This is an optimization exercise on Yosys and OpenROAD, whose aim is small area, a short achievable clock period and few clock cycles, not a production implementation.
Only simulation tests tie the RTL to the original design; equivalence was not proved.
Power figures rest on the tool's default switching activity, not on a simulated workload.

==> inputs of v19 <==
// hobd_core
module hobd_core (
    input             clk,
    input             rst,
    input             p_valid,
    input      [9:0]  p_word,
    output     [1:0]  p_resp,
    input             c_valid,
    input      [3:0]  c_op,
    output            c_ready,
    output            c_done,
    output     [1:0]  c_ref,
    output     [31:0] c_resp,
    output            tx_valid,
    output     [31:0] tx_id,
    output     [3:0]  tx_dlc,
    output     [63:0] tx_data,
    input             tx_fail,
    output            diag_valid,
    output     [7:0]  diag_code,
    output            msg_valid,
    output     [7:0]  msg_type,
    output     [7:0]  msg_len,
    output reg        rx_en
);
export LEC_CHECK = 0
export ABC_CLOCK_PERIOD_IN_PS = 5000
export CAP_MARGIN = 20
export CORE_MARGIN = 2
export CORE_UTILIZATION = 40
export CTS_BUF_LIST = sky130_fd_sc_hd__clkbuf_8
export CTS_CLUSTER_SIZE = 24
export SETUP_SLACK_MARGIN = 5
export SLEW_MARGIN = 20
create_clock -name core_clock -period 10.0 [get_ports {clk}]
run.sh (not shown) runs the stock make flow with config.mk's settings and CLKGATE_MAP_FILE= SYNTH_SCRIPT=/design/flow/synth_recipe.tcl, a recipe that flattens the netlist after the stock synthesis.
==> inputs of v34, as changes to v19 <==
--- a/flow/design.v
+++ b/flow/design.v
@@ -28,19 +28,16 @@
                OP_UPDATE = 4'h4, OP_RB_INIT = 4'h5, OP_RB_FLUSH = 4'h6, OP_RB_GET = 4'h7,
                OP_DEC_STEP = 4'h8, OP_PUBLISH = 4'h9, OP_RD_STATUS = 4'hA, OP_RD_COUNT = 4'hB;
     localparam L_UNINIT = 2'd0, L_DISABLED = 2'd1, L_ENABLED = 2'd2;
     localparam D_IDLE = 2'd0, D_LEN = 2'd1, D_PAYLOAD = 2'd2, D_CSUM = 2'd3;
     localparam W_TYPE = 2'd0, W_HI = 2'd1, W_LO = 2'd2, W_SZ = 2'd3;
     localparam S_IDLE = 3'd0, S_UPD = 3'd1, S_PUB = 3'd2, S_STEP = 3'd3, S_GET = 3'd4;
     reg [7:0]  buf_mem [0:63];
     reg [5:0]  head, tail, dptr;
-    reg [5:0]  rptr;                 
-    reg [7:0]  bq;                   
-    reg        bqv;
     reg [6:0]  count;                
     reg [6:0]  ucnt;                 
     reg        overflow, err;
     reg [1:0]  ds;                   
     reg [7:0]  dlm1;                 
     reg [7:0]  rem;                  
     reg [7:0]  nsum;                 
     reg [7:0]  mtype;
@@ -150,32 +147,30 @@
     wire put_ok  = p_valid & rx_en & ~ring_full;
     wire put_ovf = p_valid & rx_en & ring_full;
     assign p_resp  = {~rx_en, rx_en & ring_full};
     assign c_ready = (state == S_IDLE);
     always @(posedge clk) begin
         if (put_ok)
             buf_mem[head] <= p_word[7:0];
     end
-    wire [7:0] rd_byte = buf_mem[rptr];
-    wire       fetch_avail = (ucnt != 7'd0) & ~((ucnt == 7'd1) & bqv);
-    wire [7:0] b = bq;
+    wire [7:0] b = buf_mem[dptr];
     wire cmdm = upd_acc | (state == S_UPD) | (state == S_STEP);
     wire run_ok = (state == S_UPD) | (state == S_STEP) | upd_acc |
                   ((state == S_IDLE) & ~(c_valid & rollback) & (ahead | (ds == D_IDLE)));
     wire stall = (~cmdm & pending & (ds == D_LEN || ds == D_PAYLOAD)) |
                  ((qcnt == 2'd2) & (ds == D_CSUM)) |
                  ((dcnt == 2'd3) & (ds == D_LEN));
-    wire dgo = bqv & run_ok & ~stall;
+    wire dgo = (ucnt != 7'd0) & run_ok & ~stall;
     wire dispatch  = dgo & (ds == D_CSUM) & (b == nsum);
     wire diag_push = dgo & (ds == D_LEN) & (b > 8'd128);
     wire commit    = cmdm & (pending | (dispatch & isdata));
     wire sz_fits   = (b < rem);
     wire [8:0] sz_match = wcand & esz_ok(b);
-    wire stg_we    = bqv & (ds == D_PAYLOAD) & wdat;
+    wire stg_we    = dgo & (ds == D_PAYLOAD) & wdat;
     wire [8:0] cm = commit ? sflag : 9'd0;
     wire [1:0] seen4_c = seen4 | {cm[5], cm[4]};
     wire [1:0] seen6_c = seen6 | {cm[8], cm[7]};
     wire [6:0] ready_c = ready | {&seen6_c, cm[6], &seen4_c, cm[3], cm[2], cm[1], cm[0]};
     wire       pub_on  = (state == S_PUB);
     wire [6:0] rest    = ready & ~gsel;
     wire       tx_more = (gsel != 7'd0) & (~psub | (rest != 7'd0));
     wire       q_more  = pub_upd & ((qcnt > 2'd1) | (dcnt > 2'd1));
@@ -256,18 +251,16 @@
             rx_en     <= 1'b0;
             state     <= S_IDLE;
             done_r    <= 1'b0;
             ref_r     <= 2'd0;
             resp_r    <= 23'd0;
             head      <= 6'd0;
             tail      <= 6'd0;
             dptr      <= 6'd0;
-            rptr      <= 6'd0;
-            bqv       <= 1'b0;
             count     <= 7'd0;
             ucnt      <= 7'd0;
             overflow  <= 1'b0;
             err       <= 1'b0;
             ds        <= D_IDLE;
             pending   <= 1'b0;
             qcnt      <= 2'd0;
             dcnt      <= 2'd0;
@@ -364,29 +357,16 @@
                         q1 <= {mtype, dlm1};
                     end
                 end
                 default: ;
             endcase
             dcnt <= dcnt + {1'b0, diag_push} - {1'b0, d_pop};
             if (put_ok) head <= head + 6'd1;
             if (dgo)    dptr <= dptr + 6'd1;
-            if (~bqv | dgo) begin
-                if (fetch_avail) begin
-                    bq   <= rd_byte;
-                    bqv  <= 1'b1;
-                    rptr <= rptr + 6'd1;
-                end else if (put_ok) begin
-                    bq   <= p_word[7:0];
-                    bqv  <= 1'b1;
-                    rptr <= rptr + 6'd1;
-                end else begin
-                    bqv  <= 1'b0;
-                end
-            end
             ucnt <= ucnt + {6'd0, put_ok} - {6'd0, dgo};
             if (cmdm) begin
                 tail  <= dptr + {5'd0, dgo};
                 count <= ucnt - {6'd0, dgo};
             end else begin
                 count <= count + {6'd0, put_ok};
             end
             if (put_ovf) overflow <= 1'b1;
@@ -465,54 +445,48 @@
                 end
                 if (pub_done) begin
                     done_r <= 1'b1;
                     ref_r  <= 2'd0;
                     resp_r <= {13'd0, fail_acc | (tx_valid & tx_fail), 9'd0};
                     state  <= S_IDLE;
                 end
             end
-            S_STEP: if (ucnt == 7'd0 || bqv) begin
+            S_STEP: begin
                 done_r    <= 1'b1;
                 step_emit <= 1'b1;
                 resp_r    <= (ucnt == 7'd0) ? 23'h100 : {10'd0, dispatch, 4'd0, b};
                 state     <= S_IDLE;
             end
             default: begin  
                 done_r <= 1'b1;
-                bqv <= 1'b0;
                 if (count == 7'd0) begin
                     resp_r <= 23'h100;
                 end else begin
-                    resp_r <= {15'd0, rd_byte};
+                    resp_r <= {15'd0, b};
                     tail   <= tail + 6'd1;
                     dptr   <= dptr + 6'd1;
-                    rptr   <= rptr + 6'd1;
                     count  <= count - 7'd1;
                     ucnt   <= ucnt - 7'd1;
                 end
                 state <= S_IDLE;
             end
             endcase
             if (rollback) begin
                 dptr    <= tail;
-                rptr    <= tail;
-                bqv     <= 1'b0;
                 ucnt    <= count;
                 pending <= 1'b0;
                 qcnt    <= 2'd0;
                 dcnt    <= 2'd0;
                 if (ahead) ds <= D_IDLE;
             end
             if (ring_clr) begin
                 head     <= 6'd0;
                 tail     <= 6'd0;
                 dptr     <= 6'd0;
-                rptr     <= 6'd0;
-                bqv      <= 1'b0;
                 count    <= 7'd0;
                 ucnt     <= 7'd0;
                 overflow <= 1'b0;
                 err      <= 1'b0;
             end
             if (cmd_ok && op_rst) begin
                 ds    <= D_IDLE;
                 ready <= 7'd0;
- ABC_CLOCK_PERIOD_IN_PS: 5000 -> default
- CTS_BUF_LIST: sky130_fd_sc_hd__clkbuf_8 -> default
- CTS_CLUSTER_SIZE: 24 -> default
- SETUP_SLACK_MARGIN: 5 -> default
==> inputs of v20, as changes to v19 <==
- CTS_BUF_LIST: sky130_fd_sc_hd__clkbuf_8 -> default
- CTS_CLUSTER_SIZE: 24 -> default
==> out/metrics.yaml <==
numCtsBuffers: 373
wl_met1_mm: 84.2
finalCritPeriodShare_pct: 51.0
inverters: 78
status: "finished clean"
drive_above_1_share_pct: 22.0
max_freq_ghz: 0.196
ys_seq_area_share_pct: 79.2
# the run above: v19

==> out/metrics.yaml <==
finalCritPeriodShare_pct: 50.8
numCtsBuffers: 215
wl_met1_mm: 82.8
status: "finished clean"
ys_seq_area_share_pct: 79.2
max_freq_ghz: 0.197
drive_above_1_share_pct: 17.5
# the run above: v20

==> out/metrics.yaml <==
numCtsBuffers: 208
wl_met1_mm: 81.1
max_freq_ghz: 0.132
status: "finished clean"
finalCritPeriodShare_pct: 76.0
inverters: 70
# the run above: v34

Testbench counts of v19, summed over its fixed seeds: cycles 39,367.
Testbench counts of v34, summed over its fixed seeds: cycles 39,367.
Testbench counts of v20, summed over its fixed seeds: cycles 39,367.

========
==> job 4716 <==
Another version of the RTL of hobd_core (not shown whole).
==> flow/design.v (excerpt) <==
module hobd_core (
    input             clk,
    input             rst,
    input             p_valid,
    input      [9:0]  p_word,
    output     [1:0]  p_resp,
    input             c_valid,
    input      [3:0]  c_op,
    output            c_ready,
    output            c_done,
    output     [1:0]  c_ref,
    output     [31:0] c_resp,
    output            tx_valid,
    output     [31:0] tx_id,
    output     [3:0]  tx_dlc,
    output     [63:0] tx_data,
    input             tx_fail,
    output            diag_valid,
    output     [7:0]  diag_code,
    output            msg_valid,
    output     [7:0]  msg_type,
    output     [7:0]  msg_len,
    output reg        rx_en
);
    localparam FRAME_SYNC = 8'hFA;
    localparam MSG_DATA   = 8'h36;
    localparam OP_NOP = 4'h0, OP_INIT = 4'h1, OP_ENABLE = 4'h2, OP_DISABLE = 4'h3,
               OP_UPDATE = 4'h4, OP_RB_INIT = 4'h5, OP_RB_FLUSH = 4'h6, OP_RB_GET = 4'h7,
               OP_DEC_STEP = 4'h8, OP_PUBLISH = 4'h9, OP_RD_STATUS = 4'hA, OP_RD_COUNT = 4'hB;
    localparam L_UNINIT = 2'd0, L_DISABLED = 2'd1, L_ENABLED = 2'd2;
    localparam D_IDLE = 2'd0, D_LEN = 2'd1, D_PAYLOAD = 2'd2, D_CSUM = 2'd3;
    localparam W_TYPE = 2'd0, W_HI = 2'd1, W_LO = 2'd2, W_SZ = 2'd3;
    localparam S_IDLE = 3'd0, S_UPD = 3'd1, S_PUB = 3'd2, S_STEP = 3'd3, S_GET = 3'd4;
    reg [7:0]  buf_mem [0:63];
    reg [5:0]  head, tail, dptr;
    reg [5:0]  rptr;                 
    reg [7:0]  bq;                   
    reg        bqv;
  ...
Settings: LEC_CHECK=0, ABC_CLOCK_PERIOD_IN_PS=5000, CAP_MARGIN=20, CORE_MARGIN=2, CORE_UTILIZATION=40, SETUP_SLACK_MARGIN=5, SLEW_MARGIN=20; clock period 10.0 ns.
standard.sh (not shown) runs the stock make flow with config.mk's settings and CLKGATE_MAP_FILE= SYNTH_SCRIPT=/design/flow/synth_recipe.tcl, a recipe that flattens the netlist after the stock synthesis.
==> flow/flow/run.sh <==
#!/bin/bash
set -euo pipefail
cd "$(dirname "$0")/.."
bash standard.sh SETUP_SLACK_MARGIN=5.4 \
  "BUFFER_PORTS_ARGS=-buffer_cell sky130_fd_sc_hd__buf_4" finish > flow_make.log 2>&1
==> job 680 (differences from job 4716) <==
--- a/flow/design.v
+++ b/flow/design.v
@@ -46,24 +46,25 @@
     reg [7:0]  mtype;
     reg        isdata;
     reg        wact;                 
     reg [1:0]  wf;                   
     reg        wdat;                 
     reg [7:0]  whi;                  
-    reg [8:0]  wcand;                
     reg [8:0]  welem;                
     reg [6:0]  wk;                   
     reg [3:0]  wo;                   
     reg [7:0]  stg [0:91];           
     reg [8:0]  sflag;                
     reg        pending;              
     reg [7:0]  rec [0:91];           
     reg [6:0]  ready;
     reg [1:0]  seen4, seen6;         
-    reg [1:0]  qcnt;                 
-    reg [15:0] q0, q1;
+    reg        mflag;                
+    reg [15:0] qs;                   
+    reg        qv;
+    reg        ahd;                  
     reg [1:0]  dcnt;                 
     reg        step_emit;
     reg [1:0]  life;
     reg [2:0]  state;
     reg        pub_upd;
     reg [6:0]  gsel;                 
@@ -124,13 +125,13 @@
     endfunction
     function [31:0] le4(input integer o);
         le4 = {rec[o], rec[o+1], rec[o+2], rec[o+3]};
     endfunction
     wire ring_full  = count[6];
     wire ring_empty = (count == 7'd0);
-    wire ahead      = (count != ucnt);
+    wire ahead      = ahd;           
     wire op_reserved = (c_op >= 4'hC);
     reg  op_refused;
     always @(*) begin
         case (c_op)
             OP_NOP, OP_INIT, OP_RD_STATUS: op_refused = 1'b0;
             OP_ENABLE, OP_RB_INIT, OP_RB_FLUSH: op_refused = (life != L_DISABLED);
@@ -161,32 +162,44 @@
     wire       fetch_avail = (ucnt != 7'd0) & ~((ucnt == 7'd1) & bqv);
     wire [7:0] b = bq;
     wire cmdm = upd_acc | (state == S_UPD) | (state == S_STEP);
     wire run_ok = (state == S_UPD) | (state == S_STEP) |
                   ((state == S_IDLE) & (ahead | (ds == D_IDLE)));
     wire stall = (pending & (ds == D_LEN || ds == D_PAYLOAD)) |
-                 ((qcnt == 2'd2) & (ds == D_CSUM)) |
+                 (mflag & qv & ~q_pop & (ds == D_LEN)) |
                  ((dcnt == 2'd3) & (ds == D_LEN));
     wire dgo = bqv & run_ok & ~stall;
     wire dispatch  = dgo & (ds == D_CSUM) & (b == nsum);
     wire diag_push = dgo & (ds == D_LEN) & (b > 8'd128);
-    wire commit    = cmdm & (pending | (dispatch & isdata));
+    wire cpend     = pending | (dispatch & isdata);
+    wire upd_op    = c_valid & (c_op == OP_UPDATE);
+    wire upd_ok    = (state == S_IDLE) & (life != L_UNINIT);
+    wire cmd_run   = (state == S_UPD) | (state == S_STEP);
+    wire commit    = (upd_op & upd_ok & cpend) | (cmd_run & cpend);
+    wire [8:0] commit_e = ({9{upd_op}} & {9{upd_ok & cpend}} & sflag) |
+                          ({9{cmd_run & cpend}} & sflag);
     wire sz_fits   = (b < rem);
-    wire [8:0] sz_match = wcand & esz_ok(b);
+    wire [8:0] sz_match = welem & esz_ok(b);
     wire stg_we    = bqv & (ds == D_PAYLOAD) & wdat;
-    wire [8:0] cm = commit ? sflag : 9'd0;
-    wire [1:0] seen4_c = seen4 | {cm[5], cm[4]};
-    wire [1:0] seen6_c = seen6 | {cm[8], cm[7]};
-    wire [6:0] ready_c = ready | {&seen6_c, cm[6], &seen4_c, cm[3], cm[2], cm[1], cm[0]};
+    wire [1:0] seen4_if = seen4 | {sflag[5], sflag[4]};
+    wire [1:0] seen6_if = seen6 | {sflag[8], sflag[7]};
+    wire [6:0] ready_if = ready | {&seen6_if, sflag[6], &seen4_if, sflag[3], sflag[2], sflag[1],
+                                   sflag[0]};
+    wire [1:0] seen4_c  = commit ? seen4_if : seen4;
+    wire [1:0] seen6_c  = commit ? seen6_if : seen6;
+    wire [6:0] ready_c  = commit ? ready_if : ready;
+    wire [6:0] pf_c     = commit ? prio_first(ready_if) : prio_first(ready);
+    wire       any_c    = commit ? (ready_if != 7'd0) : (ready != 7'd0);
     wire       pub_on  = (state == S_PUB);
     wire [6:0] rest    = ready & ~gsel;
     wire       tx_more = (gsel != 7'd0) & (~psub | (rest != 7'd0));
-    wire       q_more  = pub_upd & ((qcnt > 2'd1) | (dcnt > 2'd1));
+    wire       q_more  = pub_upd & ((qv & mflag) | (dcnt > 2'd1));
     wire       pub_done = pub_on & ~tx_more & ~q_more;
     wire emit_ok = (((state == S_UPD) | pub_on) & pub_upd) | step_emit;
-    wire q_pop   = emit_ok & (qcnt != 2'd0);
+    wire q_pop   = emit_ok & (qv | mflag);
+    wire m_xfer  = dgo & (ds == D_LEN) & mflag & ~(q_pop & ~qv);
     wire d_pop   = emit_ok & (dcnt != 2'd0);
     assign tx_valid = txv;
     reg [31:0] f_id;
     reg [3:0]  f_dlc;
     reg [63:0] f_data;
     always @(*) begin
@@ -268,23 +281,23 @@
     assign tx_dlc  = f_dlc;
     assign tx_data = f_data;
     assign c_done = done_r;
     assign c_ref  = ref_r;
     assign c_resp = {9'd0, resp_r};
     assign msg_valid = q_pop;
-    assign msg_type  = q0[15:8];
-    assign msg_len   = q0[7:0];
+    assign msg_type  = qv ? qs[15:8] : mtype;
+    assign msg_len   = qv ? qs[7:0] : dlm1;
     assign diag_valid = put_ovf | d_pop;
-    assign diag_code  = {6'd0, ~put_ovf, put_ovf};
+    assign diag_code  = {6'd0, ~(rx_en & ring_full), rx_en & ring_full};
     genvar gj;
     generate
         for (gj = 0; gj < 92; gj = gj + 1) begin : g_rec
             always @(posedge clk) begin
                 if (stg_we && welem[rec_elem(gj)] && wo == rec_off(gj))
                     stg[gj] <= b;
-                if (commit && sflag[rec_elem(gj)])
+                if (commit_e[rec_elem(gj)])
                     rec[gj] <= stg[gj];
             end
         end
     endgenerate
     always @(posedge clk) begin
         if (rst) begin
@@ -302,13 +315,15 @@
             count     <= 7'd0;
             ucnt      <= 7'd0;
             overflow  <= 1'b0;
             err       <= 1'b0;
             ds        <= D_IDLE;
             pending   <= 1'b0;
-            qcnt      <= 2'd0;
+            mflag     <= 1'b0;
+            qv        <= 1'b0;
+            ahd       <= 1'b0;
             dcnt      <= 2'd0;
             step_emit <= 1'b0;
             ready     <= 7'd0;
             seen4     <= 2'd0;
             seen6     <= 2'd0;
             gsel      <= 7'd0;
@@ -354,13 +369,13 @@
                                     W_HI: begin
                                         if (rem < 8'd3) wact <= 1'b0;
                                         whi <= b;
                                         wf  <= W_LO;
                                     end
                                     W_LO: begin
-                                        wcand <= eid_match({whi, b});
+                                        welem <= eid_match({whi, b});
                                         wf    <= W_SZ;
                                     end
                                     default: begin  
                                         wf <= W_HI;
                                         if (!sz_fits) begin
                                             wact <= 1'b0;
@@ -383,31 +398,22 @@
                 pending <= 1'b0;
             else if (dispatch & isdata)
                 pending <= 1'b1;
             ready <= ready_c;
             seen4 <= seen4_c;
             seen6 <= seen6_c;
-            case ({dispatch, q_pop})
-                2'b10: begin
-                    if (qcnt == 2'd0) q0 <= {mtype, dlm1};
-                    else              q1 <= {mtype, dlm1};
-                    qcnt <= qcnt + 2'd1;
-                end
-                2'b01: begin
-                    q0   <= q1;
-                    qcnt <= qcnt - 2'd1;
-                end
-                2'b11: begin
-                    if (qcnt == 2'd1) q0 <= {mtype, dlm1};
-                    else begin
-                        q0 <= q1;
-                        q1 <= {mtype, dlm1};
-                    end
-                end
-                default: ;
-            endcase
+            if (dispatch)                    mflag <= 1'b1;
+            else if (m_xfer | (q_pop & ~qv)) mflag <= 1'b0;
+            if (m_xfer) begin
+                qs <= {mtype, dlm1};
+                qv <= 1'b1;
+            end else if (q_pop & qv) begin
+                qv <= 1'b0;
+            end
+            if (cmdm)     ahd <= 1'b0;
+            else if (dgo) ahd <= 1'b1;
             dcnt <= dcnt + {1'b0, diag_push} - {1'b0, d_pop};
             if (put_ok) head <= head + 6'd1;
             if (dgo)    dptr <= dptr + 6'd1;
             if (~bqv | dgo) begin
                 if (fetch_avail) begin
                     bq   <= rd_byte;
@@ -462,16 +468,16 @@
                         OP_UPDATE: begin
                             done_r   <= 1'b0;
                             pub_upd  <= 1'b1;
                             fail_acc <= 1'b0;
                             psub     <= 1'b0;
                             if (ucnt == 7'd0 || (ucnt == 7'd1 && dgo)) begin
-                                gsel  <= prio_first(ready_c);
-                                fs0   <= prio_first(ready_c);
+                                gsel  <= pf_c;
+                                fs0   <= pf_c;
                                 fs1   <= 7'd0;
-                                txv   <= (ready_c != 7'd0);
+                                txv   <= any_c;
                                 state <= S_PUB;
                             end else begin
                                 state <= S_UPD;
                             end
                         end
                         OP_PUBLISH: begin
@@ -488,16 +494,16 @@
                         default: ;
                     endcase
                 end
             end
             S_UPD: begin
                 if (ucnt == 7'd0 || (ucnt == 7'd1 && dgo)) begin
-                    gsel  <= prio_first(ready_c);
-                    fs0   <= prio_first(ready_c);
+                    gsel  <= pf_c;
+                    fs0   <= pf_c;
                     fs1   <= 7'd0;
-                    txv   <= (ready_c != 7'd0);
+                    txv   <= any_c;
                     state <= S_PUB;
                 end
             end
             S_PUB: begin
                 if (tx_valid && tx_fail) fail_acc <= 1'b1;
                 if (tx_valid) begin
@@ -548,13 +554,15 @@
             if (rollback) begin
                 dptr    <= tail;
                 rptr    <= tail;
                 bqv     <= 1'b0;
                 ucnt    <= count;
                 pending <= 1'b0;
-                qcnt    <= 2'd0;
+                mflag   <= 1'b0;
+                qv      <= 1'b0;
+                ahd     <= 1'b0;
                 dcnt    <= 2'd0;
                 ds      <= ahead ? D_IDLE : ds;
             end
             if (ring_clr) begin
                 head     <= 6'd0;
                 tail     <= 6'd0;
==> flow/flow/run.sh (replaced) <==
#!/bin/bash
set -euo pipefail
cd "$(dirname "$0")/.."
bash standard.sh SETUP_SLACK_MARGIN=5.6 \
  "BUFFER_PORTS_ARGS=-buffer_cell sky130_fd_sc_hd__buf_4" finish > flow_make.log 2>&1
--- a/flow/config.mk
+++ b/flow/config.mk
@@ -5,9 +5,12 @@
 export SDC_FILE = /design/flow/constraint.sdc
 export NUM_CORES = 4
 export LEC_CHECK = 0
 export ABC_CLOCK_PERIOD_IN_PS = 5000
 export CAP_MARGIN = 20
 export CORE_MARGIN = 2
-export CORE_UTILIZATION = 40
+export CORE_UTILIZATION = 65
+export CTS_CLUSTER_DIAMETER = 80
+export CTS_CLUSTER_SIZE = 30
+export PLACE_DENSITY = 0.72
 export SETUP_SLACK_MARGIN = 5
 export SLEW_MARGIN = 20
==> qor summary <==
item	job 4716	job 680
Run status	finished clean	finished clean
Count of non-CTS inverters in the layout	75	85
Met1 track utilization from global routing	26.8%	43.9%
Net switching fraction of the power	24.4%	24.8%
Startpoint of the most critical hold path	stg[44][3]	stg[25][1]
Max FO, Critical Path	7	8
Crit path from	fs1[6]	fs1[4]
Post-synth EDFFs	2,107	2,082
Routing usage on met2	33.5%	50.6%
Routed length on met3	17,100 um	19,500 um
Tmin final	4.65 ns	4.62 ns
Horizontal die dimension	456 um	356 um
Reg2reg end	q1[1]	wk[4]
Worst setup slack for register-to-register paths	5.55 ns	5.85 ns
Floorplan core area	0.203 mm^2	0.123 mm^2
Final standard cell count with taps included and fillers excluded	7,598	6,257
Post-DR vias/cell	5.65	6.76
Final sequential cell count	2,218	2,194
Largest net degree at the start of global routing	97	85
Testbench counts of job 4716, summed over its fixed seeds: cycles 39,367.
Testbench counts of job 680, summed over its fixed seeds: cycles 39,405.

[what the ideal ports hide]
How much do the figures lean on ideal ports? The routed layouts below were timed once more, with nothing changed but the port constraints. Step 1 (the two cells are an assumption about what drives the block):
set clk [get_ports {clk}]
set_driving_cell -lib_cell sky130_fd_sc_hd__clkbuf_16 $clk
set_driving_cell -lib_cell sky130_fd_sc_hd__buf_2 [delete_from_list [all_inputs] $clk]
Step 2 moves the port delays by t, midway between the first and last clock arrival at a register: inputs arrive t later, outputs are due t later. That takes back most of the time a late clock gives input paths. Slacks: ideal ports / drivers / drivers and shift; pairs: ideal ports / drivers.
run	t (ns)	setup slack, ns	worst setup path after step 2	worst data-port slew with drivers (ns)
v19	1.074	4.903 / 4.831 / 3.998	input to register	0.17
v34	0.906	2.402 / 2.402 / 2.402	register to register	0.06
v20	0.902	4.919 / 4.843 / 4.021	input to register	0.17
job 4716	0.917	5.351 / 5.265 / 4.621	input to register	0.05
job 680	0.794	5.377 / 5.298 / 4.973	input to register	0.05
After both steps setup and hold are still met in every run listed. The setup slack of v19, which loses most, moves by -0.072 ns with the drivers and by -0.905 ns with both steps.
